This is an optimization exercise on Yosys and OpenROAD, whose aim is small area, a short achievable clock period and few clock cycles, not a production implementation.
In this exercise RTL edits were held to simulation tests only and were not proved equivalent to the original.
Power is estimated from default activity; no workload was simulated.

==> flow/design.v <==
module evm_core (
    input  wire        clk,
    input  wire        rst,           
    input  wire [63:0] prog_len,      
    output wire        imem_req,
    output wire [63:0] imem_addr,
    input  wire        imem_ready,
    input  wire [63:0] imem_rdata,
    output reg         out_valid,
    output reg  [7:0]  out_byte,
    output reg  [1:0]  status,        
    output reg  [2:0]  cause,
    output reg  [63:0] fault_pc,
    output reg  [63:0] fault_info
);
    localparam OP_PUSH = 5'd0,  OP_DUP = 5'd1,  OP_SWAP = 5'd2,  OP_ADD = 5'd3;
    localparam OP_SUB = 5'd4,   OP_MULTU = 5'd5, OP_GT = 5'd6,   OP_LT = 5'd7;
    localparam OP_EQ = 5'd8,    OP_GE = 5'd9,   OP_LE = 5'd10,   OP_READ8 = 5'd11;
    localparam OP_READ64 = 5'd12, OP_WRITE8 = 5'd13, OP_WRITE64 = 5'd14;
    localparam OP_PRINTU = 5'd15, OP_PUTS = 5'd16, OP_CALL = 5'd17, OP_RET = 5'd18;
    localparam OP_JP = 5'd19, OP_JPC = 5'd20, OP_JR = 5'd21, OP_JRC = 5'd22;
    localparam OP_HALT = 5'd23;
    localparam C_FETCH_OOB = 3'd1, C_ILLEGAL = 3'd2, C_OS_UNDER = 3'd3;
    localparam C_CS_UNDER = 3'd4, C_MEM_OOB = 3'd5, C_OS_OVER = 3'd6, C_CS_OVER = 3'd7;
    localparam NA = 14;             
    localparam PQ = 2;              
    integer i, j, k;
    reg        init1, init2;
    wire       init = init1 | init2;
    reg [63:0] fpc;         
    reg        fvalid;      
    reg [63:0] plen;        
    reg        recheck;     
    reg        miss;        
    reg [63:0] ir;          
    reg        ir_hi;       
    reg        irv;         
    reg        rd_hold;     
    reg        mode;        
    reg        pdup;        
    reg        stopped;     
    reg        stop_fault;
    reg [63:0] T, N;        
    reg        tv, nv;
    reg        nnz;         
    reg [3:0]  at;          
    reg [NA:0] at1;         
    wire [4:0] depth;       
    reg [64*NA-1:0] A;
    reg [64*8-1:0] CS;
    reg [7:0]  csv;         
    reg [3:0]  csp;
    reg [1023:0] M;
    reg        mbusy;
    reg [63:0] mc;
    reg [15:0] mcnt;        
    reg        mo1, mt1, mn1, mo0, mt0, mn0;    
    reg [64*PQ-1:0] pqv;
    reg [1:0]  pq_r, pq_w;
    reg [2:0]  pq_n;
    reg        cbusy, cdone;
    reg [63:0] cbin;
    reg [79:0] cbcd;
    reg [2:0]  cidx;
    reg [7:0]  cbyte;       
    reg        qv;
    reg [2:0]  qahead;
    reg [7:0]  qptr, qend, qlen;
    reg        ebusy, emode;    
    reg [79:0] ebuf;
    reg [4:0]  eidx;
    reg [7:0]  eptr, eend, erem;
    assign imem_req   = fvalid;
    assign imem_addr  = fpc;
    wire [4:0] op      = ir[4:0];
    wire       illegal = ir_hi | (ir[4] & ir[3]);
    wire       ex      = irv & ~stopped & ~init;
    wire       immc    = ex &  mode;
    wire       a_nz    = ~at1[0];
    wire       d_ge1   = tv | a_nz;
    wire       d_ge2   = nv | (tv & a_nz) | (at[3:1] != 3'd0);
    wire       d_full  = nv & at1[NA];
    assign     depth   = {1'b0, at} + {4'd0, tv} + {4'd0, nv};
    wire [15:0] db1 = nv ? {at1, 1'b0} : tv ? {1'b0, at1} : {2'b00, at1[NA:1]};
    wire [15:0] n1  = 16'd1 << ir[3:0];
    reg  [NA-1:0] psel;
    always @* begin
        for (i = 0; i < NA; i = i + 1) begin
            if (immc) begin
                psel[i] = 1'b0;
                for (j = 0; j < 16; j = j + 1)
                    if (i + j < 16) psel[i] = psel[i] | (db1[i + j] & n1[j]);
            end else begin
                psel[i] = at1[i + 1];
            end
        end
    end
    reg  [63:0] pv;
    always @* begin
        pv = 64'd0;
        for (i = 0; i < NA; i = i + 1)
            pv = pv | (A[64*i +: 64] & {64{psel[i]}});
    end
    wire [2:0] csp_m1 = csp[2:0] - 3'd1;
    reg  [63:0] cs_top;
    always @* begin
        cs_top = 64'd0;
        for (i = 0; i < 8; i = i + 1)
            if (csp_m1 == i) cs_top = CS[64*i +: 64];
    end
    function [64:0] fadd;
        input [63:0] a, b;
        input        ci;
        reg   [63:0] g, p, G, P, Gn, Pn;
        integer l, q, blk;
        begin
            g = a & b; p = a ^ b;
            G = g; P = p;
            for (l = 0; l < 6; l = l + 1) begin
                Gn = G; Pn = P;
                for (q = 0; q < 64; q = q + 1)
                    if (q & (1 << l)) begin
                        blk = ((q >> l) << l) - 1;
                        Gn[q] = G[q] | (P[q] & G[blk]);
                        Pn[q] = P[q] & P[blk];
                    end
                G = Gn; P = Pn;
            end
            fadd[0] = p[0] ^ ci;
            for (q = 1; q < 64; q = q + 1)
                fadd[q] = p[q] ^ (G[q-1] | (P[q-1] & ci));
            fadd[64] = G[63] | (P[63] & ci);
        end
    endfunction
    function ltu;
        input [63:0] a, b;
        reg   [63:0] G, P;
        integer l, q, w;
        begin
            G = a & ~b; P = ~(a ^ b);      
            w = 64;
            for (l = 0; l < 6; l = l + 1) begin
                w = w / 2;
                for (q = 0; q < 32; q = q + 1)
                    if (q < w) begin
                        G[q] = G[2*q+1] | (P[2*q+1] & G[2*q]);
                        P[q] = P[2*q+1] & P[2*q];
                    end
            end
            ltu = ~(G[0] | P[0]);          
        end
    endfunction
    wire        is_add  = (op == OP_ADD);
    wire        is_jrel = (op == OP_JR) | (op == OP_JRC);
    wire [63:0] x1 = mo1 ? mc : mt1 ? {mc[62:0], 1'b0} : 64'd0;
    wire [63:0] x0 = mo0 ? mc : mt0 ? {mc[62:0], 1'b0} : 64'd0;
    wire [63:0] p1 = {(mn1 ? ~x1[61:0] : x1[61:0]), 2'b00};
    wire [63:0] p0 = mn0 ? ~x0 : x0;
    wire [63:0] pb = {T[59:0], 1'b0, mn1, 1'b0, mn0};
    wire [63:0] cs_s = pb ^ p1 ^ p0;
    wire [63:0] cs_c = {((pb[62:0] & p1[62:0]) | (pb[62:0] & p0[62:0]) | (p1[62:0] & p0[62:0])), 1'b0};
    wire [63:0] msum = fadd(cs_s, cs_c, 1'b0);
    wire [63:0] ax   = is_jrel ? fpc : N;
    wire [63:0] ay   = (is_add | is_jrel) ? T : ~T;
    wire        acin = ~is_add & ~is_jrel;
    wire [64:0] asum = fadd(ax, ay, acin);
    wire        nborrow = asum[64];           
    wire        eqab    = (N == T);
    reg         cmp;
    always @* begin
        case (op)
        OP_GT:   cmp = ~nborrow;              
        OP_LT:   cmp = nborrow & ~eqab;       
        OP_EQ:   cmp = eqab;
        OP_GE:   cmp = ~nborrow | eqab;       
        default: cmp = nborrow;               
        endcase
    end
    wire        use_sum = (op == OP_ADD) | (op == OP_SUB);
    function [14:0] nthermo;
        input [63:0] x;
        integer q;
        begin
            nthermo[14] = |x[63:59];
            for (q = 13; q >= 0; q = q - 1)
                nthermo[q] = nthermo[q+1] | (|x[4*q+3 +: 4]);
        end
    endfunction
    wire [14:0] th_t = nthermo(T);
    wire [14:0] th_n = nthermo(N);
    wire       mswap = |(th_n & ~th_t);    
    wire [15:0] oh_t = {th_t[14], th_t[13:0] & ~th_t[14:1], ~th_t[0]};
    wire [15:0] oh_n = {th_n[14], th_n[13:0] & ~th_n[14:1], ~th_n[0]};
    function [4:0] wsel;
        input [63:0] x;
        input [15:0] oh;
        integer q;
        reg   [64:0] xe;
        begin
            xe = {x, 1'b0};
            wsel = 5'd0;
            for (q = 0; q < 16; q = q + 1)
                wsel = wsel | (xe[4*q +: 5] & {5{oh[q]}});
        end
    endfunction
    wire [15:0] mnext = mbusy ? {1'b0, mcnt[15:1]} : mswap ? oh_t : oh_n;
    wire [4:0] mw_t  = wsel(T, oh_t);
    wire [4:0] mw_n  = wsel(N, oh_n);
    wire [4:0] mw_s  = wsel(N, {1'b0, mcnt[15:1]});
    wire [4:0] mw    = mbusy ? mw_s : mswap ? mw_t : mw_n;
    wire       e_rd   = rd_hold;         
    wire [6:0] raddr  = rd_hold ? T[6:0] : eptr[6:0];
    reg  [63:0] rdata;     
    reg  [7:0]  bank_o [0:7];
    wire [15:0] rdec  = 16'd1 << raddr[6:3];
    wire [15:0] rdec1 = {rdec[14:0], rdec[15]};        
    reg  [15:0] rsel;
    always @* begin
        for (k = 0; k < 8; k = k + 1) begin
            rsel = (k < raddr[2:0]) ? rdec1 : rdec;
            bank_o[k] = 8'd0;
            for (j = 0; j < 16; j = j + 1)
                bank_o[k] = bank_o[k] | (M[8*(8*j + k) +: 8] & {8{rsel[j]}});
        end
        for (k = 0; k < 8; k = k + 1)
            rdata[8*k +: 8] = bank_o[(k + raddr[2:0]) & 7];
    end
    wire [6:0] waddr = T[6:0];
    reg  [63:0] wdat;      
    reg  [3:0]  wrow [0:7];
    always @* begin
        for (k = 0; k < 8; k = k + 1) begin
            wdat[8*k +: 8] = N[8*((k - waddr[2:0]) & 7) +: 8];
            wrow[k] = waddr[6:3] + ((k < waddr[2:0]) ? 4'd1 : 4'd0);
        end
    end
    wire hi7    = |T[63:7];
    wire oob1   = hi7;
    wire oob8   = hi7 | (T[6:0] > 7'd120);
    wire oobm   = (op == OP_READ8 || op == OP_WRITE8) ? oob1 : oob8;
    wire [8:0] pend9 = {1'b0, N[7:0]} + {1'b0, T[7:0]};
    wire oobp   = (|T[63:8]) | (|N[63:8]) | (pend9 > 9'd128);
    wire [7:0] wend8 = {1'b0, waddr} + 8'd8;
    wire [7:0] wend1 = {1'b0, waddr} + 8'd1;
    wire hz_e8 = ({1'b0, waddr} < eend) & (wend8 > eptr);
    wire hz_e1 = ({1'b0, waddr} < eend) & (wend1 > eptr);
    wire hz_q8 = ({1'b0, waddr} < qend) & (wend8 > qptr);
    wire hz_q1 = ({1'b0, waddr} < qend) & (wend1 > qptr);
    wire hz_e  = ebusy & emode & ((op == OP_WRITE64) ? hz_e8 : hz_e1);
    wire hz_q  = qv & ((op == OP_WRITE64) ? hz_q8 : hz_q1);
    wire out_idle = ~ebusy & ~cbusy & ~qv & (pq_n == 3'd0);
    wire e_fin    = ebusy & (emode ? (~e_rd & (erem == 8'd1)) : (eidx == 5'd0));
    wire e_free   = ~ebusy | e_fin;
    wire e_take_q = e_free & qv & (qahead == 3'd0);
    wire e_take_c = e_free & ~e_take_q & cbusy & cdone;
    wire conv_free = ~cbusy | e_take_c;
    wire [63:0] pq_head = pqv[64*pq_r +: 64];
    reg        take;         
    reg [3:0]  tsel;         
    localparam TS_HOLD = 4'd0, TS_IR = 4'd1, TS_PV = 4'd2, TS_SUM = 4'd3, TS_CMP = 4'd4,
               TS_MEM = 4'd5, TS_ZERO = 4'd6, TS_N = 4'd7, TS_MUL = 4'd8;
    reg [1:0]  nsel;         
    localparam NS_HOLD = 2'd0, NS_T = 2'd1, NS_PV = 2'd2;
    reg        tv_n, nv_n;
    reg        at_inc, at_dec;
    reg        a_we;         
    reg        mode_n, pdup_n;
    reg        redir, redir_rel;
    reg        cs_push, cs_pop;
    reg        m_we;
    reg        c_load, q_load;
    reg        halt_now;
    reg        m_start;
    reg        refill;
    reg        pushv;        
    reg        pop1, pop2;
    always @* begin
        take = 1'b0;
        tsel = TS_HOLD; nsel = NS_HOLD; tv_n = tv; nv_n = nv; at_inc = 1'b0; at_dec = 1'b0;
        a_we = 1'b0; mode_n = mode; pdup_n = pdup; redir = 1'b0; redir_rel = 1'b0;
        cs_push = 1'b0; cs_pop = 1'b0; m_we = 1'b0; c_load = 1'b0; q_load = 1'b0;
        halt_now = 1'b0; m_start = 1'b0; refill = 1'b0; pushv = 1'b0; pop1 = 1'b0; pop2 = 1'b0;
        if (stopped || init) begin
        end else if (mbusy) begin
            tsel = TS_MUL;
            if (mcnt[0]) begin
                take = 1'b1;
                if (a_nz) begin nsel = NS_PV; at_dec = 1'b1; end
                else nv_n = 1'b0;
            end
        end else if (!irv) begin
            refill = 1'b1;
        end else if (mode) begin
            take = 1'b1; mode_n = 1'b0; pushv = 1'b1;
            if (!pdup)                       tsel = TS_IR;
            else if (ir[3:0] == 4'd0 && tv)  tsel = TS_HOLD;
            else if (ir[3:0] == 4'd1 && nv)  tsel = TS_N;
            else                             tsel = TS_PV;
        end else begin
            case (op)
            OP_PUSH, OP_DUP: begin
                take = 1'b1; mode_n = 1'b1; pdup_n = (op == OP_DUP);
                refill = 1'b1;
            end
            OP_SWAP, OP_ADD, OP_SUB, OP_MULTU, OP_GT, OP_LT, OP_EQ, OP_GE, OP_LE,
            OP_WRITE8, OP_WRITE64, OP_PUTS, OP_JPC, OP_JRC: begin
                if (!nv) begin
                    refill = 1'b1;
                end else begin
                    case (op)
                    OP_SWAP: begin
                        take = 1'b1; tsel = TS_N; nsel = NS_T;
                    end
                    OP_MULTU: begin
                        m_start = 1'b1; tsel = TS_ZERO;
                        if (mswap) nsel = NS_T;
                    end
                    OP_WRITE8, OP_WRITE64: begin
                        if (!oobm && !hz_e && !hz_q) begin
                            take = 1'b1; m_we = 1'b1; pop2 = 1'b1;
                        end
                    end
                    OP_PUTS: begin
                        if (!oobp && !qv) begin
                            take = 1'b1; q_load = (T[7:0] != 8'd0) & ~illegal; pop2 = 1'b1;
                        end
                    end
                    OP_JPC, OP_JRC: begin
                        take = 1'b1; pop2 = 1'b1;
                        if (nnz) begin
                            redir = 1'b1; redir_rel = (op == OP_JRC);
                        end
                    end
                    default: begin  
                        take = 1'b1;
                        tsel = use_sum ? TS_SUM : TS_CMP;
                        if (a_nz) begin nsel = NS_PV; at_dec = 1'b1; end
                        else nv_n = 1'b0;
                    end
                    endcase
                end
            end
            OP_READ8, OP_READ64, OP_PRINTU, OP_CALL, OP_JP, OP_JR: begin
                if (!tv) begin
                    refill = 1'b1;
                end else begin
                    case (op)
                    OP_READ8, OP_READ64: begin
                        take = 1'b1; tsel = TS_MEM;
                    end
                    OP_PRINTU: begin
                        if (pq_n != PQ) begin
                            take = 1'b1; c_load = ~illegal; pop1 = 1'b1;
                        end
                    end
                    OP_CALL: begin
                        take = 1'b1; cs_push = 1'b1; pop1 = 1'b1; redir = 1'b1;
                    end
                    OP_JP: begin
                        take = 1'b1; pop1 = 1'b1; redir = 1'b1;
                    end
                    default: begin  
                        take = 1'b1; pop1 = 1'b1; redir = 1'b1; redir_rel = 1'b1;
                    end
                    endcase
                end
            end
            OP_RET: begin
                take = 1'b1; cs_pop = 1'b1; redir = 1'b1;
            end
            default: begin  
                if (out_idle) halt_now = ~illegal;
            end
            endcase
        end
        if (pushv) begin
            if (nv) begin a_we = 1'b1; at_inc = 1'b1; end
            if (tv) begin nsel = NS_T; nv_n = 1'b1; end
            tv_n = 1'b1;
        end
        if (pop1) begin
            if (nv) begin
                tsel = TS_N;
                if (a_nz) begin nsel = NS_PV; at_dec = 1'b1; end
                else nv_n = 1'b0;
            end else if (a_nz) begin
                tsel = TS_PV; at_dec = 1'b1;
            end else begin
                tv_n = 1'b0;
            end
        end
        if (pop2) begin
            nv_n = 1'b0;
            if (a_nz) begin tsel = TS_PV; at_dec = 1'b1; end
            else tv_n = 1'b0;
        end
        if (refill && a_nz && !nv) begin
            at_dec = 1'b1;
            if (!tv) begin tsel = TS_PV; tv_n = 1'b1; end
            else     begin nsel = NS_PV; nv_n = 1'b1; end
        end
    end
    reg  [127:0] mem_en;
    always @* begin
        for (k = 0; k < 128; k = k + 1)
            mem_en[k] = init1 | (m_we && wrow[k % 8] == (k / 8) &&
                                 (op == OP_WRITE64 || (k % 8) == waddr[2:0]));
    end
    wire [63:0] mem_d = wdat & {64{~init1}};
    reg        fault;
    reg [2:0]  f_cause;
    reg [1:0]  f_pcsel;      
    reg [2:0]  f_info;       
    always @* begin
        fault = 1'b0; f_cause = C_OS_UNDER; f_pcsel = 2'd1; f_info = 3'd0;
        if (stopped || init || mbusy) begin
        end else if (!irv) begin
            if (!mode && !fvalid && !recheck && !miss) begin
                fault = 1'b1; f_cause = C_FETCH_OOB; f_pcsel = 2'd0; f_info = 3'd1;
            end
        end else if (mode) begin
            if (pdup) begin
                f_pcsel = 2'd2;
                if (ir_hi || (ir[4:0] >= depth)) begin
                    fault = 1'b1; f_cause = C_OS_UNDER;
                end else if (d_full) begin
                    fault = 1'b1; f_cause = C_OS_OVER;
                end
            end
        end else if (illegal) begin
            fault = 1'b1; f_cause = C_ILLEGAL; f_info = 3'd2;
        end else begin
            case (op)
            OP_PUSH, OP_DUP: begin
                if (!fvalid) begin
                    fault = 1'b1; f_cause = C_FETCH_OOB; f_info = 3'd1;
                end else if (op == OP_PUSH && d_full) begin
                    fault = 1'b1; f_cause = C_OS_OVER;
                end
            end
            OP_SWAP, OP_ADD, OP_SUB, OP_MULTU, OP_GT, OP_LT, OP_EQ, OP_GE, OP_LE,
            OP_JPC, OP_JRC: begin
                if (!d_ge2) fault = 1'b1;
            end
            OP_WRITE8, OP_WRITE64: begin
                if (!d_ge2) fault = 1'b1;
                else begin
                    f_info = 3'd3;
                    if (nv && oobm) begin fault = 1'b1; f_cause = C_MEM_OOB; end
                end
            end
            OP_PUTS: begin
                if (!d_ge2) fault = 1'b1;
                else begin
                    f_info = 3'd4;
                    if (nv && oobp) begin fault = 1'b1; f_cause = C_MEM_OOB; end
                end
            end
            OP_READ8, OP_READ64: begin
                if (!d_ge1) fault = 1'b1;
                else begin
                    f_info = 3'd3;
                    if (tv && oobm) begin fault = 1'b1; f_cause = C_MEM_OOB; end
                end
            end
            OP_PRINTU, OP_JP, OP_JR: begin
                if (!d_ge1) fault = 1'b1;
            end
            OP_CALL: begin
                if (!d_ge1) fault = 1'b1;
                else if (csp == 4'd8) begin
                    fault = 1'b1; f_cause = C_CS_OVER;
                end
            end
            OP_RET: begin
                if (csp == 4'd0) begin
                    fault = 1'b1; f_cause = C_CS_UNDER;
                end
            end
            default: ;
            endcase
        end
    end
    wire [63:0] t_early = ({64{tsel == TS_IR}}   & ir) |
                          ({64{tsel == TS_PV}}   & pv) |
                          ({64{tsel == TS_N}}    & N)  |
                          ({64{tsel == TS_HOLD}} & T)  |
                          {63'd0, (tsel == TS_CMP) & cmp};
    wire [63:0] t_next  = t_early |
                          ({64{tsel == TS_SUM}} & asum[63:0]) |
                          ({64{tsel == TS_MUL}} & msum) |
                          ({64{tsel == TS_MEM}} & {(op == OP_READ8) ? 56'd0 : rdata[63:8], rdata[7:0]});
    wire [63:0] fpc_inc = fpc + 64'd1;
    wire [63:0] fpc_m1  = fpc - 64'd1;
    wire [63:0] fpc_m2  = fpc - 64'd2;
    wire        ir_free = ~irv | take;
    wire        is_ret  = (op == OP_RET);
    wire [63:0] rtgt    = redir_rel ? asum[63:0] : is_ret ? cs_top : T;
    wire [63:0] cmp_in  = recheck ? fpc : T;
    wire        in_rng  = is_ret & ~recheck ? csv[csp_m1] : ltu(cmp_in, plen);
    wire c_from_q  = conv_free & (pq_n != 3'd0);
    wire c_from_t  = conv_free & (pq_n == 3'd0) & c_load;
    wire pq_push   = c_load & ~c_from_t;
    wire [63:0] cin = c_from_q ? pq_head : T;
    function [10:0] topbyte;
        input [63:0] x;
        integer q;
        begin
            topbyte = {3'd0, x[7:0]};
            for (q = 1; q < 8; q = q + 1)
                if (|x[8*q +: 8]) topbyte = {q[2:0], x[8*q +: 8]};
        end
    endfunction
    wire [10:0] tb_q = topbyte(pq_head);
    wire [10:0] tb_t = topbyte(T);
    wire [10:0] tbsel = c_from_q ? tb_q : tb_t;
    reg [4:0] tdig;
    always @* begin
        tdig = 5'd0;
        for (i = 0; i < 20; i = i + 1)
            if (|cbcd[4*i +: 4]) tdig = i;
    end
    function [79:0] dd8;
        input [79:0] b;
        input [7:0]  by;
        integer s, q;
        reg [79:0] t, u;
        reg d3, d2, d1, d0;
        begin
            t = b;
            for (s = 7; s >= 0; s = s - 1) begin
                for (q = 0; q < 20; q = q + 1) begin
                    {d3, d2, d1, d0} = t[4*q +: 4];
                    u[4*q + 3] = d3 | (d2 & d1) | (d2 & d0);
                    u[4*q + 2] = (d2 & ~d1 & ~d0) | (d3 & d0);
                    u[4*q + 1] = (~d2 & d1) | (d2 & d1 & d0) | (d3 & ~d0);
                    u[4*q + 0] = (~d3 & ~d2 & d0) | (d2 & d1 & ~d0) | (d3 & ~d0);
                end
                t = {u[78:0], by[s]};
            end
            dd8 = t;
        end
    endfunction
    wire       tv_f  = tv_n;
    wire       nv_f  = nv_n;
    wire [3:0] at_f  = at + {3'd0, at_inc} - {3'd0, at_dec};
    always @(posedge clk) begin
        plen <= prog_len;
        init1 <= rst;
        init2 <= init1 & ~rst;
        if (rst) begin
            fvalid <= 1'b0; irv <= 1'b0; miss <= 1'b0; recheck <= 1'b0; rd_hold <= 1'b0;
        end else if (init2) begin
            fvalid <= (plen != 64'd0);
        end else if (fault || halt_now) begin
            fvalid <= 1'b0; irv <= 1'b0; miss <= 1'b0; recheck <= 1'b0; rd_hold <= 1'b0;
        end else if (redir) begin
            fvalid <= redir_rel ? 1'b0 : in_rng;
            recheck <= redir_rel;
            irv <= 1'b0; miss <= 1'b0; rd_hold <= 1'b0;
        end else if (miss) begin
            fvalid <= 1'b1; miss <= 1'b0;
            if (ir_free) begin irv <= 1'b0; rd_hold <= 1'b0; end
        end else if (recheck) begin
            fvalid <= in_rng; recheck <= 1'b0;
            if (ir_free) begin irv <= 1'b0; rd_hold <= 1'b0; end
        end else if (ir_free) begin
            irv <= fvalid & imem_ready & ~stopped;
            rd_hold <= fvalid & imem_ready & ~stopped & ~mode_n &
                       (imem_rdata[4:0] == OP_READ8 || imem_rdata[4:0] == OP_READ64);
            if (fvalid && !stopped) begin
                fvalid <= (fpc_inc != plen);
                miss <= ~imem_ready;
            end
        end
        if (init1)
            fpc <= 64'd0;
        else if (redir)
            fpc <= rtgt;
        else if (miss)
            fpc <= fpc_m1;
        else if (!init2 && !recheck && ir_free && fvalid && !stopped)
            fpc <= fpc_inc;
        if (fault)
            fault_pc <= (f_pcsel == 2'd0) ? fpc : (f_pcsel == 2'd2) ? fpc_m2 : fpc_m1;
        if (ir_free) begin
            ir     <= imem_rdata;
            ir_hi  <= |imem_rdata[63:5];
        end
        if (rst)
            status <= 2'd0;
        else if (!init1) begin
            if (halt_now) status <= 2'd1;
            if ((fault || (stopped && stop_fault)) && out_idle) status <= 2'd2;
        end
        if (init1) begin
            mode <= 1'b0; pdup <= 1'b0; stopped <= 1'b0; stop_fault <= 1'b0;
            tv <= 1'b0; nv <= 1'b0; at <= 4'd0; at1 <= 1;
            csp <= 4'd0; mbusy <= 1'b0;
        end else begin
            mode <= mode_n; pdup <= pdup_n; tv <= tv_f; nv <= nv_f; at <= at_f;
            if (at_inc && !at_dec) at1 <= {at1[NA-1:0], 1'b0};
            if (at_dec && !at_inc) at1 <= {1'b0, at1[NA:1]};
            if (fault) begin
                stopped <= 1'b1; stop_fault <= 1'b1;
            end
            if (halt_now) stopped <= 1'b1;
            if (cs_push) csp <= csp + 4'd1;
            if (cs_pop)  csp <= csp - 4'd1;
            if (m_start) mbusy <= 1'b1;
            else if (mbusy && mcnt[0]) mbusy <= 1'b0;
        end
        if (fault) cause <= f_cause;
        if (fault) begin
            case (f_info)
            3'd1: fault_info <= fpc;
            3'd2: fault_info <= ir;
            3'd3: fault_info <= T;
            3'd4: fault_info <= N;
            default: fault_info <= 64'd0;
            endcase
        end
        T <= t_next;
        case (nsel)
        NS_T:  begin N <= T;  nnz <= |T;  end
        NS_PV: begin N <= pv; nnz <= |pv; end
        default: ;
        endcase
        if (a_we)
            for (i = 0; i < NA; i = i + 1)
                if (at1[i]) A[64*i +: 64] <= N;
        if (cs_push)
            for (i = 0; i < 8; i = i + 1)
                if (csp[2:0] == i) begin
                    CS[64*i +: 64] <= fpc;
                    csv[i] <= fvalid;
                end
        if (m_start) mc <= mswap ? N : T;
        if (m_start || mbusy) begin
            mcnt <= mnext;
            mo1 <= mw[3] ^ mw[2];
            mt1 <= (mw[4] & ~mw[3] & ~mw[2]) | (~mw[4] & mw[3] & mw[2]);
            mn1 <= mw[4] & ~(mw[3] & mw[2]);
            mo0 <= mw[1] ^ mw[0];
            mt0 <= (mw[2] & ~mw[1] & ~mw[0]) | (~mw[2] & mw[1] & mw[0]);
            mn0 <= mw[2] & ~(mw[1] & mw[0]);
        end
        for (i = 0; i < 128; i = i + 1)
            if (mem_en[i]) M[8*i +: 8] <= mem_d[8*(i % 8) +: 8];
        if (pq_push) pqv[64*pq_w +: 64] <= T;
        if (init1) begin
            pq_r <= 2'd0; pq_w <= 2'd0; pq_n <= 3'd0;
        end else begin
            if (pq_push)
                pq_w <= (pq_w == PQ - 1) ? 2'd0 : pq_w + 2'd1;
            if (c_from_q)
                pq_r <= (pq_r == PQ - 1) ? 2'd0 : pq_r + 2'd1;
            pq_n <= pq_n + {2'd0, pq_push} - {2'd0, c_from_q};
        end
        if (init1) begin
            cbusy <= 1'b0; cdone <= 1'b0;
        end else if (c_from_q || c_from_t) begin
            cbusy <= 1'b1; cdone <= 1'b0;
        end else begin
            if (cbusy && !cdone && cidx == 3'd0) cdone <= 1'b1;
            if (e_take_c) cbusy <= 1'b0;
        end
        if (c_from_q || c_from_t) begin
            cbin <= cin; cidx <= tbsel[10:8]; cbyte <= tbsel[7:0];
        end else if (cbusy && !cdone) begin
            cidx <= cidx - 3'd1; cbyte <= cbin[8*(cidx - 3'd1) +: 8];
        end
        if (c_from_q || c_from_t || (cbusy && !cdone))
            cbcd <= dd8(cbcd, cbyte) & {80{~(c_from_q | c_from_t)}};
        if (init1) begin
            qv <= 1'b0; qahead <= 3'd0;
        end else if (q_load) begin
            qv <= 1'b1;
            qahead <= {2'd0, cbusy} + pq_n - {2'd0, e_take_c};
        end else begin
            if (e_take_q) qv <= 1'b0;
            if (e_take_c && qahead != 3'd0) qahead <= qahead - 3'd1;
        end
        if (q_load) begin
            qptr <= N[7:0]; qend <= pend9[7:0]; qlen <= T[7:0];
        end
        if (rst) begin
            out_valid <= 1'b0;
        end else if (init1) begin
            ebusy <= 1'b0; out_valid <= 1'b0;
        end else begin
            out_valid <= ebusy & (~emode | ~e_rd);
            if (e_take_q || e_take_c) ebusy <= 1'b1;
            else if (e_fin)           ebusy <= 1'b0;
        end
        out_byte <= emode ? rdata[7:0] : {4'h3, ebuf[4*eidx +: 4]};
        if (ebusy && !emode) begin
            eidx     <= eidx - 5'd1;
        end else if (ebusy && emode && !e_rd) begin
            eptr     <= eptr + 8'd1;
            erem     <= erem - 8'd1;
        end
        if (e_take_q) begin
            emode <= 1'b1; eptr <= qptr; eend <= qend; erem <= qlen;
        end else if (e_take_c) begin
            emode <= 1'b0; ebuf <= cbcd; eidx <= tdig;
        end
    end
endmodule
==> flow/flow/run.sh <==
#!/bin/bash
set -euo pipefail
bash standard.sh SETUP_SLACK_MARGIN=11.5 \
  "BUFFER_PORTS_ARGS=-buffer_cell sky130_fd_sc_hd__buf_4" finish > flow_make.log 2>&1
==> flow/standard.sh <==
#!/bin/bash
# synth_recipe.tcl (not shown) runs the flow's synth.tcl, then flattens the netlist and writes it again
# the make line also repeats each setting of config.mk as NAME=value (left out here)
make -C /OpenROAD-flow-scripts/flow DESIGN_CONFIG=/design/flow/config.mk WORK_HOME=/design/flow/orfs CLKGATE_MAP_FILE= SYNTH_SCRIPT=/design/flow/synth_recipe.tcl "${@:-finish}"
==> flow/config.mk <==
export PLATFORM = sky130hd
export DESIGN_NAME = evm_core
export DESIGN_NICKNAME = evm_core
export VERILOG_FILES = /design/flow/design.v
export SDC_FILE = /design/flow/constraint.sdc
export NUM_CORES = 8
export LEC_CHECK = 0
export ABC_AREA = 1
export CAP_MARGIN = 40
export CORE_MARGIN = 2
export CORE_UTILIZATION = 50
export CTS_CLUSTER_DIAMETER = 100
export CTS_CLUSTER_SIZE = 20
export PLACE_DENSITY = 0.65
export SETUP_SLACK_MARGIN = 0.5
export SLEW_MARGIN = 20
export TNS_END_PERCENT = 0
==> flow/constraint.sdc <==
create_clock -name core_clock -period 16.0 [get_ports {clk}]
set_input_delay 3.2000 -clock core_clock [delete_from_list [all_inputs] [get_ports {clk}]]
set_output_delay 3.2000 -clock core_clock [all_outputs]
set_load 0.01 [all_outputs]
==> results.txt, run 1 <==
outcome timing/DRC/antenna clean; setup TNS 0 ns; area delta synth->final 13.3%; Yosys warning count 3; post-route DRC violation count 0; Buffers on Ports 337; Chip Height 619 microns; hold slack 0.377 ns; Synth Net Count 22405; largest family of logic cells by synthesized area simple AND/OR/NAND/NOR gates; CTS tree built; Initial DRC Count 31628; Via density 6.48; synth unique cells 90; multiplexer share of the synthesized area 0.00530%; Leak 0.0880 uW; minimum clock period 5.06 ns; post-synth top area cell edfxtp_1; Synth Flop Type edfxtp_1; Final Max Tran Viols 0; Util after Layout 57.0%; post-DP HPWL 688000 microns; Avg Inst Size Synth 8.64 sq um; list of most frequent post-synthesis cells nand2_1 (6417), edfxtp_1 (3199), nor2_1 (2285); fmax 198 MHz; vias in the first global route 158766; IO Pins 338; crit end category flip-flop; Critical Path RT 16.87 ns; CTS Buf Count 217; Clk pwr share 11.7%; power share of the sequential group 25.3%; post-synthesis sequential area ratio 53.6%; combinational share of power 62.9%; fraction of registers with async set/reset 0%; XOR/XNOR share of the synthesized area 2.29%; net switching power figure 26300 uW; TritonRoute pass-1 iters 7; Internal Power 23700 uW; RD Place Congestion 1.14; Critical Path AT 5.93 ns; power density cells 234 nW/um^2; clock latency at the later pin of the worst-skew pair 1.10 ns; Synth Area in Compound Gates 10.2%; most numerous cell in the Yosys netlist nand2_1; Mapped Area 189000 sq um; setup violators final 0; post-route setup slack 10.94 ns; Design Power 50100 uW; Largest stage delay, worst path 0.73 ns; core footprint 376000 sq um; leading cell types by total area after synthesis edfxtp_1 (51%), nand2_1 (13%), nor2_1 (4.5%), nand3_1 (4.5%), inv_1 (3.8%); Post-synth EDFFs 3199; RSZ-0062 raised after global routing true; worst slew pin tran 1.07 ns; die width 619 microns; Synth Area in Adders 2.92%; post-placement setup slack 9.17 ns; Crit path top cell by count nand2_1; Worst VDD drop 673 uV; clk buf depth 4; Mapped Cells 21874; largest net degree at the start of global routing 145; #FFs+latches synth 3458; vias 180236; share of the synthesized area in the top cell type 50.8%; Post-Route WL 954000 microns; Clock Tree Root clkbuf_16; H-tree levels 4; clk_skew 0.154 ns; Reg clk slew, reported paths 0.09 ns; sw frac 52.6%; Crit Path Max Fanout 12; share of cells above drive strength 1 11.0%; Hold WC Path Type flip-flop to flip-flop; number of max-cap violations 0; Die ar. 383000 sq um; Final nets 23138; initial antenna violation count 132; fin crit share 31.6%; startpoint types flip-flop; Synth Area in Simple Gates 25.1%; first-pass GRT wire length 1270000 microns; Slew HR 28.1%; worst-path cell chain buf_6, ha_1, nor4_1, nand4_1, nand3b_1, nor4_2, nand2_1, o21ai_1, nand2_1, nand2_1, inv_1, o211ai_1, nand3_1; Avg WL per Cell 34.3 microns; Detail Route Antenna Nets 0; crit path max-delay cell type nor4_1; clk sinks 3458; crit path kind flip-flop to flip-flop; initial core utilization 50.3%; final hold vios 0; GRT Util Overall 47.9%; GRT overflow 0; # rows 225
logic make-up after synthesis:
family,after synthesis
multiplexers,1
AND/OR/NAND/NOR,11401
AO/OA/AOI/OAI,3213
flip-flops,3458
adder cells (fa/ha/maj),400
buffers and inverters,2920
XOR/XNOR,481
metrics by stage:
step	cells	instance area (sq um)
2_1_floorplan	21874	189000
6_report	27801	214000
5_1_grt	27698	214000
4_1_cts	27562	211000
3_5_place_dp	27087	201000
3_3_place_gp	26946	199000
final cells by class:
class                      count  area, sq um
antenna                      106          265
clock buffer                 264         5650
clock inverter                49          818
fill                       33060       162000
inverter                    2048         7910
multi-input combinational  15500        78900
sequential                  3458       101000
tap                         4994         6250
timing repair buffer        1379        12900
timing repair inverter         3         20.0
what timing repair did:
item / CTS / global route
pin swaps: 38 / 64
buffers inserted: 151 / 101
gates resized for setup: 588 / 328
hold buffers: 0 / 0
cloned: 11 / 14
setup endpoints to repair: 2418 / 1849
power by group through the flow:
stage	clock network (uW)	logic (uW)	registers, uW
after floorplan	0	21300	12700
after global placement	0	28900	12900
after detailed placement	0	29700	12900
after CTS	5840	30300	12700
after global routing	6120	34800	12800
final	5880	31500	12700
placed cells by master (no fill, tap or decap), types with 48 or more instances in the layout:
| master | instances |
|---|---|
| buf_8 | 49 |
| a31oi_1 | 53 |
| buf_4 | 1092 |
| o31ai_1 | 74 |
| o221ai_1 | 98 |
| inv_1 | 1855 |
| o211ai_1 | 223 |
| nand2_1 | 6364 |
| o21ai_0 | 1267 |
| nor2_4 | 77 |
| clkinv_1 | 48 |
| edfxtp_1 | 3199 |
| nor2_2 | 142 |
| nor4_1 | 74 |
| nand2_2 | 58 |
| o22ai_1 | 305 |
| dfxtp_1 | 188 |
| clkbuf_16 | 230 |
| nor3_1 | 243 |
| a211oi_1 | 55 |
| fa_1 | 67 |
| o21ai_1 | 67 |
| buf_12 | 89 |
| inv_2 | 82 |
| diode_2 | 106 |
| xor2_1 | 419 |
| ha_1 | 317 |
| nor2_1 | 2156 |
| a21oi_1 | 637 |
| buf_6 | 59 |
| nand3_1 | 1653 |
| o32ai_1 | 64 |
| nand4_1 | 382 |
state kept, by name, summed over array words and instances, names as in the netlist, 15 cells and up:
name and cells:
fpc 64, N 64, fault_info 64, A 896, at1 15, ebuf 80
M 1024, plen 64, ir 64, T 64, CS 512, mcnt 16
mc 64, cbcd 80, fault_pc 64, cbin 64, pqv 128
per-layer routing:
layer	track usage, %	vias to the layer above	share of wire, %
met2	67.0	15042	40
li1	-	76100	-
met3	16.6	3188	15
met5	0	-	0.049
met4	31.1	62	8.2
met1	63.1	85844	36
worst max-delay path, delay by kind of cell (launching register included):
family          cells  cell delay (ns)
simple gates        8             2.74
compound gates      2             0.85
flops               1             0.56
buf+inv             2             0.37
fa+ha+maj           1             0.36
worst paths after layout:
check	from	endpoint	slack, ns	cells after the start
min reg2reg	qend[6]$_DFFE_PP_	eend[6]$_DFFE_PP_	0.38	0
max	T[3]$_DFF_P_	T[0]$_DFF_P_	10.94	13
min	qend[6]$_DFFE_PP_	eend[6]$_DFFE_PP_	0.38	0
max reg2reg	T[3]$_DFF_P_	T[0]$_DFF_P_	10.94	13
Testbench counts, summed over its fixed seeds: cycles 35,620.
==> inputs of run 2 (changes only) <==
--- a/flow/design.v
+++ b/flow/design.v
@@ -12,3 +12,3 @@
     output reg  [2:0]  cause,
-    output reg  [63:0] fault_pc,
+    output wire [63:0] fault_pc,
     output reg  [63:0] fault_info
@@ -27,7 +27,6 @@
     integer i, j, k;
-    reg        init1, init2;
-    wire       init = init1 | init2;
+    reg        init1;
+    wire       init = init1;
     reg [63:0] fpc;         
     reg        fvalid;      
-    reg [63:0] plen;        
     reg        recheck;     
@@ -44,3 +43,2 @@
     reg        tv, nv;
-    reg        nnz;         
     reg [3:0]  at;          
@@ -74,2 +72,3 @@
     assign imem_addr  = fpc;
+    assign fault_pc = fpc;
     wire [4:0] op      = ir[4:0];
@@ -206,6 +205,3 @@
     wire [15:0] mnext = mbusy ? {1'b0, mcnt[15:1]} : mswap ? oh_t : oh_n;
-    wire [4:0] mw_t  = wsel(T, oh_t);
-    wire [4:0] mw_n  = wsel(N, oh_n);
-    wire [4:0] mw_s  = wsel(N, {1'b0, mcnt[15:1]});
-    wire [4:0] mw    = mbusy ? mw_s : mswap ? mw_t : mw_n;
+    wire [4:0] mw    = (~mbusy & mswap) ? wsel(T, oh_t) : wsel(N, mnext);
     wire       e_rd   = rd_hold;         
@@ -329,3 +325,3 @@
                         take = 1'b1; pop2 = 1'b1;
-                        if (nnz) begin
+                        if (N != 64'd0) begin
                             redir = 1'b1; redir_rel = (op == OP_JRC);
@@ -499,3 +495,3 @@
     wire [63:0] cmp_in  = recheck ? fpc : T;
-    wire        in_rng  = is_ret & ~recheck ? csv[csp_m1] : ltu(cmp_in, plen);
+    wire        in_rng  = is_ret & ~recheck ? csv[csp_m1] : ltu(cmp_in, prog_len);
     wire c_from_q  = conv_free & (pq_n != 3'd0);
@@ -547,9 +543,7 @@
     always @(posedge clk) begin
-        plen <= prog_len;
         init1 <= rst;
-        init2 <= init1 & ~rst;
         if (rst) begin
             fvalid <= 1'b0; irv <= 1'b0; miss <= 1'b0; recheck <= 1'b0; rd_hold <= 1'b0;
-        end else if (init2) begin
-            fvalid <= (plen != 64'd0);
+        end else if (init1) begin
+            fvalid <= (prog_len != 64'd0);
         end else if (fault || halt_now) begin
@@ -571,3 +565,3 @@
             if (fvalid && !stopped) begin
-                fvalid <= (fpc_inc != plen);
+                fvalid <= (fpc_inc != prog_len);
                 miss <= ~imem_ready;
@@ -577,2 +571,6 @@
             fpc <= 64'd0;
+        else if (fault)
+            fpc <= (f_pcsel == 2'd0) ? fpc : (f_pcsel == 2'd2) ? fpc_m2 : fpc_m1;
+        else if (halt_now)
+            ;
         else if (redir)
@@ -581,6 +579,4 @@
             fpc <= fpc_m1;
-        else if (!init2 && !recheck && ir_free && fvalid && !stopped)
+        else if (!recheck && ir_free && fvalid && !stopped)
             fpc <= fpc_inc;
-        if (fault)
-            fault_pc <= (f_pcsel == 2'd0) ? fpc : (f_pcsel == 2'd2) ? fpc_m2 : fpc_m1;
         if (ir_free) begin
@@ -624,4 +620,4 @@
         case (nsel)
-        NS_T:  begin N <= T;  nnz <= |T;  end
-        NS_PV: begin N <= pv; nnz <= |pv; end
+        NS_T:  N <= T;
+        NS_PV: N <= pv;
         default: ;
==> run 2 against run 1 <==
Net effect:
- non-clock buffer count grew 171
- die area is 3.9% lower
- maximum frequency down 2.9%
- largest power group unchanged
- final cell count down 6.2%
- sequential power fell by 11%
- clock power decreased by 3.9%
- critical path depth increased by 9
- clock skew is 0.019 ns lower
- synthesized cell count fell by 7.8%
- core utilization increased by 0.63 points
- sequential share of layout area fell by 0.24 points
==> results.txt, run 2 <==
number of max-cap violations 0; final hold vios 0; CTS tree built; Post-Route WL 957000 microns; startpoint types flip-flop; cell count after placement 25215; Non-Filler Instances 26071; fin crit share 32.6%; Hold WC Path Type flip-flop to flip-flop; Initial DRC Count 30565; crit path kind flip-flop to flip-flop; RSZ-0062 raised after global routing true; first-pass GRT wire length 1250000 microns; Synth Flop Type edfxtp_1; vias in the first global route 150677; # fillers 31346; minimum clock period 5.22 ns; power density cells 208 nW/um^2; setup violators final 0; Detail Route Antenna Nets 0; area occupied by multi-input gates 74800 sq um; reg2reg setup slack 10.78 ns; Crit Path Max Fanout 20; Yosys warning count 3; clock latency at the later pin of the worst-skew pair 1.04 ns; largest register by flop count M; TritonRoute pass-1 iters 17; Mapped Area 182000 sq um; setup TNS 0 ns; FF/Latch Area 98200 sq um; Final nets 21529; post-synth top area cell edfxtp_1; Avg Inst Size Synth 9.00 sq um; CTS Hold Buffers Added 0; worst slew pin tran 1.15 ns; post-DP HPWL 676000 microns; die width 607 microns; core footprint 362000 sq um; post-route DRC violation count 0; GRT Util Overall 49.9%; Critical Path AT 6.12 ns; GRT overflow 0; CTS Buf Count 207; Chip Height 607 microns; H-tree levels 4; IO Pins 338; most frequent cells in the layout nand2_1 (4965), edfxtp_1 (3134), inv_1 (1900), nor2_1 (1799), o21ai_0 (1329); biggest regs M x1024, A x896, CS x512; Via density 6.65; Final Max Tran Viols 0; fraction of registers with async set/reset 0%; # rows 221; Util after Layout 57.6%; RD Place Congestion 1.17; Avg WL per Cell 36.7 microns; clk buf depth 4; Slew HR 23.7%; #FFs+latches synth 3328; max reg flops 1024; most numerous cell in the Yosys netlist nand2_1; fmax 192 MHz; Leak 0.0819 uW; Synth Net Count 20708; Clock Tree Root clkbuf_16; Die ar. 368000 sq um; outcome timing/DRC/antenna clean; list of most frequent post-synthesis cells nand2_1 (5021), edfxtp_1 (3134), inv_1 (1960); vias 173431; post-placement setup slack 9.03 ns; Post-synth EDFFs 3134; crit end category flip-flop; share of the synthesized area in the top cell type 51.8%; post-route setup slack 10.78 ns; leading cell types by total area after synthesis edfxtp_1 (52%), nand2_1 (10%), inv_1 (4.0%), nor2_1 (4.0%), o21ai_0 (3.9%); Worst VDD drop 433 uV; initial core utilization 50.2%; Critical Path RT 16.90 ns; initial antenna violation count 152; synth unique cells 86; largest net degree at the start of global routing 177; Reg clk slew, reported paths 0.10 ns; post-synthesis sequential area ratio 53.9%; clk sinks 3328; clk_skew 0.135 ns; share of cells above drive strength 1 12.6%; Buffers on Ports 337; most common cell after layout, fill and taps aside nand2_1; area delta synth->final 14.7%; Mapped Cells 20177
==> run 2: cell type report <==
type / instances / share of cell area (%)
Antenna cell: 166 / 0.199
Clock buffer: 280 / 2.65
Clock inverter: 42 / 0.330
Inverter: 2076 / 3.83
Multi-Input combinational cell: 13834 / 35.9
Sequential cell: 3328 / 47.1
Tap cell: 4794 / 2.88
Timing Repair Buffer: 1550 / 7.09
Timing Repair inverter: 1 / 0.00360
==> run 2: worst paths after layout <==
kind,end,depth (start not counted),from
worst min-delay path,eend[3]$_DFFE_PP_,0,qend[3]$_DFFE_PP_
worst max-delay path,T[5]$_DFF_P_,22,T[31]$_DFF_P_
worst min register to register,eend[3]$_DFFE_PP_,0,qend[3]$_DFFE_PP_
worst max register to register,T[5]$_DFF_P_,22,T[31]$_DFF_P_
==> run 2: routing by layer <==
metal	GRT usage, %	vias to the layer above	share of wire (%)
met5	1.31	-	0.17
met4	36.6	78	8.9
met3	22.3	3340	16
met2	68.0	14928	40
met1	62.2	83364	35
li1	-	71721	-
==> run 2: what timing repair did <==
action / in CTS / in global routing
resized for setup: 588 / 452
pin swaps: 42 / 94
gates cloned: 24 / 20
setup buffers: 131 / 146
endpoints found under the setup margin: 2786 / 2380
==> run 2: cell families (layout without fill, tap and decap cells) <==
| group | after synthesis | count (layout) | share of synthesized area, % |
|---|---|---|---|
| xor gates and xnor gates | 502 | 502 | 2.43 |
| DFF | 3328 | 3328 | 53.9 |
| AOI/OAI and AO/OA | 3829 | 3830 | 13.0 |
| buffers and inverters | 3022 | 3949 | 6.57 |
| and+or+nand+nor | 9092 | 9098 | 21.0 |
| other | 0 | 166 | 0 |
| adders and majority gates | 400 | 400 | 3.04 |
| muxes | 4 | 4 | 0.0220 |
==> run 2: stage by stage <==
| step | instance area, sq um | power [uW] | hold slack, ns |
|---|---|---|---|
| floorplan | 182000 | 29600 | 0.420 |
| finish | 208000 | 43300 | 0.458 |
| detailed placement | 194000 | 36400 | 0.438 |
| CTS | 204000 | 42200 | 0.459 |
| global route | 208000 | 46400 | 0.476 |
| global placement | 192000 | 35300 | 0.434 |
==> run 2: report_power, final <==
part | switching [uW] | internal (uW)
Combinational | 18600 | 7740
Sequential | 421 | 10900
Clock | 3140 | 2510
==> run 2: worst max-delay path, cell delays in order, from the launching register on <==
cell and delay, ns:
dfxtp_1 0.30, buf_4 0.25, clkinvlp_4 0.39, nand3_1 0.38
nor2_2 0.33, nand3_4 0.13, inv_2 0.09, nand2_2 0.09
nor3_4 0.26, o31ai_2 0.11, buf_4 0.22, nor2_4 0.15
nand3_4 0.21, nand3_1 0.17, nand3_1 0.15, nand3_1 0.15
buf_6 0.25, nor2_2 0.11, nand2_4 0.17, buf_12 0.22
inv_6 0.17, a22oi_2 0.58, nand3_1 0.16
Testbench counts of run 2, summed over its fixed seeds: cycles 35,556.
==> inputs of run 3 (changes only) <==
--- a/flow/design.v
+++ b/flow/design.v
@@ -190,2 +190,3 @@
     wire       mswap = |(th_n & ~th_t);    
+    wire       mzero = (~th_t[0] & ~|T[2:0]) | (~th_n[0] & ~|N[2:0]);    
     wire [15:0] oh_t = {th_t[14], th_t[13:0] & ~th_t[14:1], ~th_t[0]};
@@ -310,7 +311,14 @@
                     OP_MULTU: begin
-                        m_start = 1'b1; tsel = TS_ZERO;
-                        if (mswap) nsel = NS_T;
+                        tsel = TS_ZERO;
+                        if (mzero) begin
+                            take = 1'b1;
+                            if (a_nz) begin nsel = NS_PV; at_dec = 1'b1; end
+                            else nv_n = 1'b0;
+                        end else begin
+                            m_start = 1'b1;
+                            if (mswap) nsel = NS_T;
+                        end
                     end
                     OP_WRITE8, OP_WRITE64: begin
-                        if (!oobm && !hz_e && !hz_q) begin
+                        if (!hz_e && !hz_q) begin
                             take = 1'b1; m_we = 1'b1; pop2 = 1'b1;
@@ -319,4 +327,4 @@
                     OP_PUTS: begin
-                        if (!oobp && !qv) begin
-                            take = 1'b1; q_load = (T[7:0] != 8'd0) & ~illegal; pop2 = 1'b1;
+                        if (!qv) begin
+                            take = 1'b1; q_load = (T[7:0] != 8'd0) & ~illegal & ~oobp; pop2 = 1'b1;
                         end
@@ -401,3 +409,3 @@
         for (k = 0; k < 128; k = k + 1)
-            mem_en[k] = init1 | (m_we && wrow[k % 8] == (k / 8) &&
+            mem_en[k] = init1 | (m_we && !oobm && wrow[k % 8] == (k / 8) &&
                                  (op == OP_WRITE64 || (k % 8) == waddr[2:0]));
==> run 3 against run 2 <==
Net effect:
- still clean on timing, DRC and antenna
- design area fell by 0.78%
- setup slack worse by 0.24 ns
- via count down 1.4%
- power fell by 0.57%
- clock skew decreased by 0.047 ns
- critical path type unchanged
- largest cell class unchanged
- largest power group unchanged
- highest routed layer unchanged
==> results.txt, run 3 <==
area occupied by multi-input gates 76200 sq um; net switching power figure 21900 uW; vias in the first global route 152308; post-synthesis sequential area ratio 53.3%; Clock Tree Root clkbuf_16; fraction of registers with async set/reset 0%; startpoint types flip-flop; number of max-cap violations 0; crit end category flip-flop; max reg flops 1024; Util after Layout 56.5%; reg2reg path depth 16; largest net degree at the start of global routing 164; vias 171019; RSZ-0062 raised after global routing true; Mapped Area 184000 sq um; Synth Flop Type edfxtp_1; Yosys warning count 3; Buffers on Ports 337; list of most frequent post-synthesis cells nand2_1 (5551), edfxtp_1 (3134), nor2_1 (2096); setup violators final 0; Mapped Cells 20852; largest register by flop count M; share of the synthesized area in the top cell type 51.2%; most frequent cells in the layout nand2_1 (5512), edfxtp_1 (3134), nor2_1 (1996), inv_1 (1816), o21ai_0 (1348); clk sinks 3328; Critical Path AT 6.31 ns; Worst VDD drop 417 uV; hold slack 0.455 ns; Avg WL per Cell 33.7 microns; combinational share of power 60.1%; clk buf depth 4; most common cell after layout, fill and taps aside nand2_1; Final Max Tran Viols 0; post-route DRC violation count 0; minimum clock period 5.45 ns; CTS Buf Count 211; Post-synth EDFFs 3134; area delta synth->final 12.6%; GRT Util Overall 46.4%; fin crit share 34.1%; # fillers 32537; Internal Power 21200 uW; Hold Crit Depth 0; #FFs+latches synth 3328; core footprint 366000 sq um; Synth Net Count 21384; Post-Route WL 893000 microns; fmax 183 MHz; Initial DRC Count 28812; CTS Hold Buffers Added 0; Die ar. 372000 sq um; synth unique cells 88; clock latency at the later pin of the worst-skew pair 1.05 ns; outcome timing/DRC/antenna clean; share of cells above drive strength 1 11.3%; Avg Inst Size Synth 8.81 sq um; post-DP HPWL 641000 microns; Reg clk slew, reported paths 0.09 ns; Critical Path RT 16.86 ns; Via density 6.46; initial antenna violation count 109; power share of the sequential group 26.5%; r2r startpoint N[39]$_DFFE_PP_; Hold EP eend[5]$_DFFE_PP_; initial core utilization 50.2%; Hold WC Path Type flip-flop to flip-flop; H-tree levels 4; Leak 0.0829 uW; Clk pwr share 13.4%; biggest regs M x1024, A x896, CS x512; crit path kind flip-flop to flip-flop; Crit Path Max Fanout 49; clk_skew 0.0877 ns; RD Place Congestion 1.17; reg2reg end fpc[15]$_SDFFE_PP0P_; Chip Height 610 microns; TritonRoute pass-1 iters 10; power density cells 208 nW/um^2; HP Start qend[5]$_DFFE_PP_; CTS tree built; FF/Latch Area 98100 sq um; Detail Route Antenna Nets 0; GRT overflow 0; IO Pins 338; post-synth top area cell edfxtp_1; setup TNS 0 ns; leading cell types by total area after synthesis edfxtp_1 (51%), nand2_1 (11%), nor2_1 (4.3%), o21ai_0 (3.9%), inv_1 (3.8%); die width 610 microns; final hold vios 0; worst slew pin tran 1.05 ns; first-pass GRT wire length 1210000 microns; most numerous cell in the Yosys netlist nand2_1; sw frac 50.7%; Slew HR 29.4%; Final nets 21952; reg2reg setup slack 10.55 ns; # rows 222
run 3: changes by cell type in the layout (fill, tap and decap cells not counted), sizes merged, moves of 47 or more:
cell and delta:
nand2 +540, nor2 +245, buf -228, nand3 +173, o2111ai -59, a22o +56
a221oi -48, diode -47
run 3: cell type report:
cell class,instances,share of cell area [%]
Antenna cell,119,0.144
Sequential cell,3328,47.5
Timing Repair Buffer,1280,5.69
Inverter,2055,3.82
Tap cell,4816,2.91
Timing Repair inverter,3,0.00908
Multi-Input combinational cell,14541,36.9
Clock buffer,277,2.69
Clock inverter,54,0.408
run 3: worst max-delay path: stages, from the launching register on:
cell	delay, ns
edfxtp_1	0.76
clkinvlp_4	0.48
nand3_1	0.17
nor4_2	0.47
nand4_1	0.45
nand3_1	0.24
o21ai_0	0.24
nand2_2	0.12
buf_4	0.47
inv_2	0.35
buf_6	0.35
a21oi_1	0.60
a21oi_1	0.17
a21oi_1	0.17
nor2_1	0.06
nor2_1	0.08
nor2_1	0.05
run 3: cell families after synthesis:
logic type | synth area share (%)
simple gates | 22.7
compound gates | 12.2
flops | 53.3
buf+inv | 6.43
xor+xnor | 2.37
fa+ha+maj | 3.01
mux | 0.00545
run 3: timing repair:
item | CTS | global route
setup buffers | 78 | 89
cloned | 10 | 7
resized for setup | 490 | 266
setup endpoints to repair | 3086 | 2217
pin swaps | 35 | 58
run 3: power by group through the flow:
stage | clock network (uW) | registers [uW] | logic [uW]
finish | 5770 | 11400 | 25900
global route | 6020 | 11500 | 29200
CTS | 5740 | 11400 | 25200
detailed placement | 0 | 11600 | 24900
global placement | 0 | 11600 | 24000
floorplan | 0 | 11400 | 18700
run 3: how the worst max path moves through the flow:
stage | startpoint | to | slack (ns) | cells past startpoint
floorplan | init1$_DFF_P_ | A[256]$_DFFE_PP_ | 9.79 | 9
global placement | ir[0]$_DFFE_PP_ | fpc[34]$_SDFFE_PP0P_ | 9.25 | 30
detailed placement | ir[0]$_DFFE_PP_ | fpc[34]$_SDFFE_PP0P_ | 9.23 | 26
CTS | fault_info[4]$_DFFE_PP_ | fault_info[4] | 11.04 | 1
global route | T[63]$_DFF_P_ | fpc[21]$_SDFFE_PP0P_ | 10.92 | 24
finish | N[39]$_DFFE_PP_ | fpc[15]$_SDFFE_PP0P_ | 10.55 | 16
run 3: routing by layer:
layer	share of wire [%]	vias to the layer above	wire (microns)	global-route usage [%]
met5	0.18	-	1640	3.85
met4	8.8	64	78900	32.6
met3	14	3260	122000	16.0
met2	41	13053	365000	65.9
met1	36	81761	325000	58.6
li1	-	72881	-	-
run 3: stage by stage:
step                setup slack, ns  power, uW  std cells  area [sq um]
CTS                           11.04      42300      26227        204000
detailed placement             9.23      36500      25808        195000
finish                        10.55      43100      26473        207000
global placement               9.25      35600      25643        193000
floorplan                      9.79      30100      20852        184000
global route                  10.92      46600      26378        207000
Testbench counts of run 3, summed over its fixed seeds: cycles 35,453.
==> inputs of run 4 (changes only) <==
--- a/flow/design.v
+++ b/flow/design.v
@@ -43,2 +43,3 @@
     reg        tv, nv;
+    reg        nnz;         
     reg [3:0]  at;          
@@ -333,3 +334,3 @@
                         take = 1'b1; pop2 = 1'b1;
-                        if (N != 64'd0) begin
+                        if (nnz) begin
                             redir = 1'b1; redir_rel = (op == OP_JRC);
@@ -415,6 +416,4 @@
     reg [2:0]  f_cause;
-    reg [1:0]  f_pcsel;      
-    reg [2:0]  f_info;       
     always @* begin
-        fault = 1'b0; f_cause = C_OS_UNDER; f_pcsel = 2'd1; f_info = 3'd0;
+        fault = 1'b0; f_cause = C_OS_UNDER;
         if (stopped || init || mbusy) begin
@@ -422,3 +421,3 @@
             if (!mode && !fvalid && !recheck && !miss) begin
-                fault = 1'b1; f_cause = C_FETCH_OOB; f_pcsel = 2'd0; f_info = 3'd1;
+                fault = 1'b1; f_cause = C_FETCH_OOB;
             end
@@ -426,3 +425,2 @@
             if (pdup) begin
-                f_pcsel = 2'd2;
                 if (ir_hi || (ir[4:0] >= depth)) begin
@@ -434,3 +432,3 @@
         end else if (illegal) begin
-            fault = 1'b1; f_cause = C_ILLEGAL; f_info = 3'd2;
+            fault = 1'b1; f_cause = C_ILLEGAL;
         end else begin
@@ -439,3 +437,3 @@
                 if (!fvalid) begin
-                    fault = 1'b1; f_cause = C_FETCH_OOB; f_info = 3'd1;
+                    fault = 1'b1; f_cause = C_FETCH_OOB;
                 end else if (op == OP_PUSH && d_full) begin
@@ -451,3 +449,2 @@
                 else begin
-                    f_info = 3'd3;
                     if (nv && oobm) begin fault = 1'b1; f_cause = C_MEM_OOB; end
@@ -458,3 +455,2 @@
                 else begin
-                    f_info = 3'd4;
                     if (nv && oobp) begin fault = 1'b1; f_cause = C_MEM_OOB; end
@@ -465,3 +461,2 @@
                 else begin
-                    f_info = 3'd3;
                     if (tv && oobm) begin fault = 1'b1; f_cause = C_MEM_OOB; end
@@ -496,3 +491,24 @@
                           ({64{tsel == TS_MEM}} & {(op == OP_READ8) ? 56'd0 : rdata[63:8], rdata[7:0]});
+    reg [1:0]  f_pcsel;      
+    reg [2:0]  f_info;       
+    always @* begin
+        f_pcsel = 2'd1; f_info = 3'd0;
+        if (!irv) begin
+            f_pcsel = 2'd0; f_info = 3'd1;
+        end else if (mode) begin
+            f_pcsel = 2'd2;
+        end else if (illegal) begin
+            f_info = 3'd2;
+        end else begin
+            case (op)
+            OP_PUSH, OP_DUP:       f_info = fvalid ? 3'd0 : 3'd1;
+            OP_WRITE8, OP_WRITE64: f_info = d_ge2 ? 3'd3 : 3'd0;
+            OP_PUTS:               f_info = d_ge2 ? 3'd4 : 3'd0;
+            OP_READ8, OP_READ64:   f_info = d_ge1 ? 3'd3 : 3'd0;
+            default: ;
+            endcase
+        end
+    end
     wire [63:0] fpc_inc = fpc + 64'd1;
+    wire [63:0] plen_m1 = prog_len - 64'd1;     
     wire [63:0] fpc_m1  = fpc - 64'd1;
@@ -573,3 +589,3 @@
             if (fvalid && !stopped) begin
-                fvalid <= (fpc_inc != prog_len);
+                fvalid <= (fpc != plen_m1);
                 miss <= ~imem_ready;
@@ -627,7 +643,4 @@
         T <= t_next;
-        case (nsel)
-        NS_T:  N <= T;
-        NS_PV: N <= pv;
-        default: ;
-        endcase
+        N   <= ({64{nsel == NS_T}} & T) | ({64{nsel == NS_PV}} & pv) | ({64{nsel == NS_HOLD}} & N);
+        nnz <= ((nsel == NS_T) & (|T)) | ((nsel == NS_PV) & (|pv)) | ((nsel == NS_HOLD) & nnz);
         if (a_we)
==> run 4 against run 3 <==
Net effect:
- power increased by 6.2%
- still clean
- worst hold slack improved by 0.00073 ns
- highest routed layer unchanged
- maximum frequency increased by 4.0%
- critical path depth decreased by 15
==> results.txt, run 4 <==
max reg flops 1024; TritonRoute pass-1 iters 10; largest register by flop count M; #FFs+latches synth 3329; power density cells 221 nW/um^2; minimum clock period 5.25 ns; initial antenna violation count 86; leading cell types by total area after synthesis edfxtp_1 (50%), nand2_1 (11%), nor2_1 (4.5%), nand3_1 (3.9%), inv_1 (3.8%); Yosys warning count 3; Avg WL per Cell 32.7 microns; setup TNS 0 ns; Worst VDD drop 494 uV; post-synthesis sequential area ratio 52.8%; Leak 0.0832 uW; worst slew pin tran 1.09 ns; setup violators final 0; outcome timing/DRC/antenna clean; worst-path cell chain buf_6; Post-synth EDFFs 3070; Slew HR 26.9%; largest net degree at the start of global routing 142; post-synth top area cell edfxtp_1; first-pass GRT wire length 1180000 microns; CTS Buf Count 205; Hold Crit Depth 0; synth unique cells 91; hold slack 0.456 ns; Post-Route WL 873000 microns; Hold WC Path Type flip-flop to flip-flop; vias 170153; reg2reg path depth 24; startpoint types flip-flop; most numerous cell in the Yosys netlist nand2_1; Largest stage delay, worst path 0.85 ns; clk buf depth 4; # rows 223; final hold vios 0; crit end category output port; most common cell after layout, fill and taps aside nand2_1; Mapped Cells 21126; Final nets 22190; clock latency at the later pin of the worst-skew pair 1.04 ns; GRT overflow 0; Critical Path AT 2.05 ns; CTS tree built; post-DP HPWL 630000 microns; list of most frequent post-synthesis cells nand2_1 (5578), edfxtp_1 (3070), nor2_1 (2207); r2r startpoint ir[2]$_DFFE_PP_; WP buf/inv 1; clk_skew 0.110 ns; biggest regs M x1024, A x896, CS x512; fmax 191 MHz; Synth Flop Type edfxtp_1; most frequent cells in the layout nand2_1 (5522), edfxtp_1 (3070), nor2_1 (2077), inv_1 (1851), nand3_1 (1375); initial core utilization 50.1%; Initial DRC Count 26910; fin crit share 32.8%; crit path kind flip-flop to output port; core footprint 368000 sq um; RSZ-0062 raised after global routing true; Buffers on Ports 337; clk sinks 3329; share of the synthesized area in the top cell type 50.0%; IO Pins 338; Detail Route Antenna Nets 0; die width 611 microns; post-route DRC violation count 0; Hold EP eend[7]$_DFFE_PP_; vias in the first global route 150775; reg2reg end fpc[60]$_SDFFE_PP0P_; Reg clk slew, reported paths 0.10 ns; number of max-cap violations 0; CP delay by family, top flip-flops; Avg Inst Size Synth 8.73 sq um; Mapped Area 184000 sq um; fraction of registers with async set/reset 0%; crit path max-delay cell type edfxtp_1; Chip Height 611 microns; share of cells above drive strength 1 10.7%; reg2reg setup slack 10.80 ns; area delta synth->final 12.0%; GRT Util Overall 45.1%; RD Place Congestion 1.11; Crit Path Max Fanout 1; Clock Tree Root clkbuf_16; Final Max Tran Viols 0; Synth Net Count 21658; Critical Path RT 12.80 ns; HP Start qend[7]$_DFFE_PP_; Die ar. 374000 sq um; H-tree levels 4; Via density 6.38
[run 4: cell types whose count changed after synthesis, sizes merged, moves of 65 or more]
cell / change
o21ai: -92
o211ai: +99
xor2: +71
nand3: +141
a22o: -116
dfxtp: +65
[run 4: area by class of cell]
| cell class | instances | area [sq um] |
|---|---|---|
| Inverter | 2043 | 7860 |
| Multi-Input combinational cell | 14779 | 77400 |
| Tap cell | 4837 | 6050 |
| Clock buffer | 299 | 5540 |
| Clock inverter | 40 | 676 |
| Fill cell | 32903 | 161000 |
| Timing Repair inverter | 1 | 5.00 |
| Antenna cell | 52 | 130 |
| Timing Repair Buffer | 1299 | 11500 |
| Sequential cell | 3329 | 97500 |
[run 4: repair_timing]
item	in CTS	in global routing
resized for setup	275	457
setup buffers	38	105
setup endpoints to repair	2556	2179
gates cloned	7	6
pin swaps	22	70
hold buffers	0	0
endpoints found under the hold margin	0	0
[run 4: power breakdown]
| group | switching, uW | internal, uW | total (uW) | leakage [uW] |
|---|---|---|---|---|
| logic | 19900 | 8340 | 28200 | 0.0483 |
| registers | 526 | 11400 | 11900 | 0.0320 |
| clock network | 3140 | 2490 | 5630 | 0.00296 |
[run 4: worst reg2reg max path, delay by kind of cell (launching register included)]
family	cells	cell delay, ns
AND/OR/NAND/NOR	13	2.51
buffers and inverters	8	1.73
flip-flops	1	0.48
AO/OA/AOI/OAI	3	0.41
[run 4: logic make-up (layout without fill, tap and decap cells)]
kind of cell	count (synthesis)	count (layout)	synth area share (%)
other	0	52	0
AND/OR/NAND/NOR	10203	10209	23.1
multiplexers	3	3	0.0163
XOR/XNOR	567	567	2.69
flip-flops	3329	3329	52.8
adder cells (fa/ha/maj)	401	401	3.00
buffers and inverters	3024	3682	6.48
AO/OA/AOI/OAI	3599	3599	11.9
[run 4: worst max-delay path by stage]
stage	endpoint	depth (start not counted)	from	slack (ns)
global route	at[2]$_SDFF_PP0_	24	N[34]$_DFF_P_	10.84
CTS	cause[2]	1	cause[2]$_SDFFCE_PP0P_	10.82
floorplan	fvalid$_SDFFE_PP0P_	23	prog_len[1]	10.45
global placement	fvalid$_SDFFE_PP0P_	21	prog_len[0]	9.10
detailed placement	fvalid$_SDFFE_PP0P_	24	prog_len[2]	9.16
finish	cause[2]	1	cause[2]$_SDFFCE_PP0P_	10.75
[run 4: metrics by stage]
stage          power [uW]  instances  cell area [sq um]  setup WS [ns]  utilization (%)
2_1_floorplan       31700      21126             184000          10.45                -
3_3_place_gp        38300      25937             194000           9.10             52.7
3_5_place_dp        39200      26105             196000           9.16             53.2
4_1_cts             44900      26489             203000          10.82             55.3
5_1_grt             49300      26635             207000          10.84             56.1
6_report            45700      26679             207000          10.75             56.1
[run 4: metal layers]
layer | up-vias | share of wire (%) | track usage, %
li1 | 73555 | - | -
met1 | 81712 | 37 | 58.8
met2 | 12242 | 41 | 64.5
met3 | 2616 | 13 | 13.1
met4 | 28 | 8.4 | 30.9
met5 | - | 0.024 | 1.06
Testbench counts of run 4, summed over its fixed seeds: cycles 35,453.

[afterwards: timing with drivers on the ports]
The results above use ideal ports. As a check the final layouts listed here were re-extracted and re-timed, cells and wires unchanged.
Step 1 sets driving cells, clkbuf_16 on the clock port and buf_2 on the other inputs (assumed; they add their load-dependent delay and slew).
Step 2 times the ports against the registers' clock, not the clock port: input delays grow and output delays shrink by t, the midpoint of the rising clock arrivals with the driver on.
a / b / c = no drivers / after step 1 / after step 2; a / b = the first two.
run | t (ns) | setup WS [ns] | worst data-port slew with drivers (ns)
run 1 | 1.151 | 10.937 / 10.937 / 10.235 | 0.07
run 2 | 1.103 | 10.783 / 10.783 / 10.120 | 0.30
run 3 | 1.135 | 10.545 / 10.545 / 9.938 | 0.06
run 4 | 1.115 | 10.754 / 10.623 / 9.874 | 0.14
After both steps setup and hold are still met in every run listed. The setup slack of run 4, which loses most, moves by -0.131 ns with the drivers and by -0.880 ns with both steps.
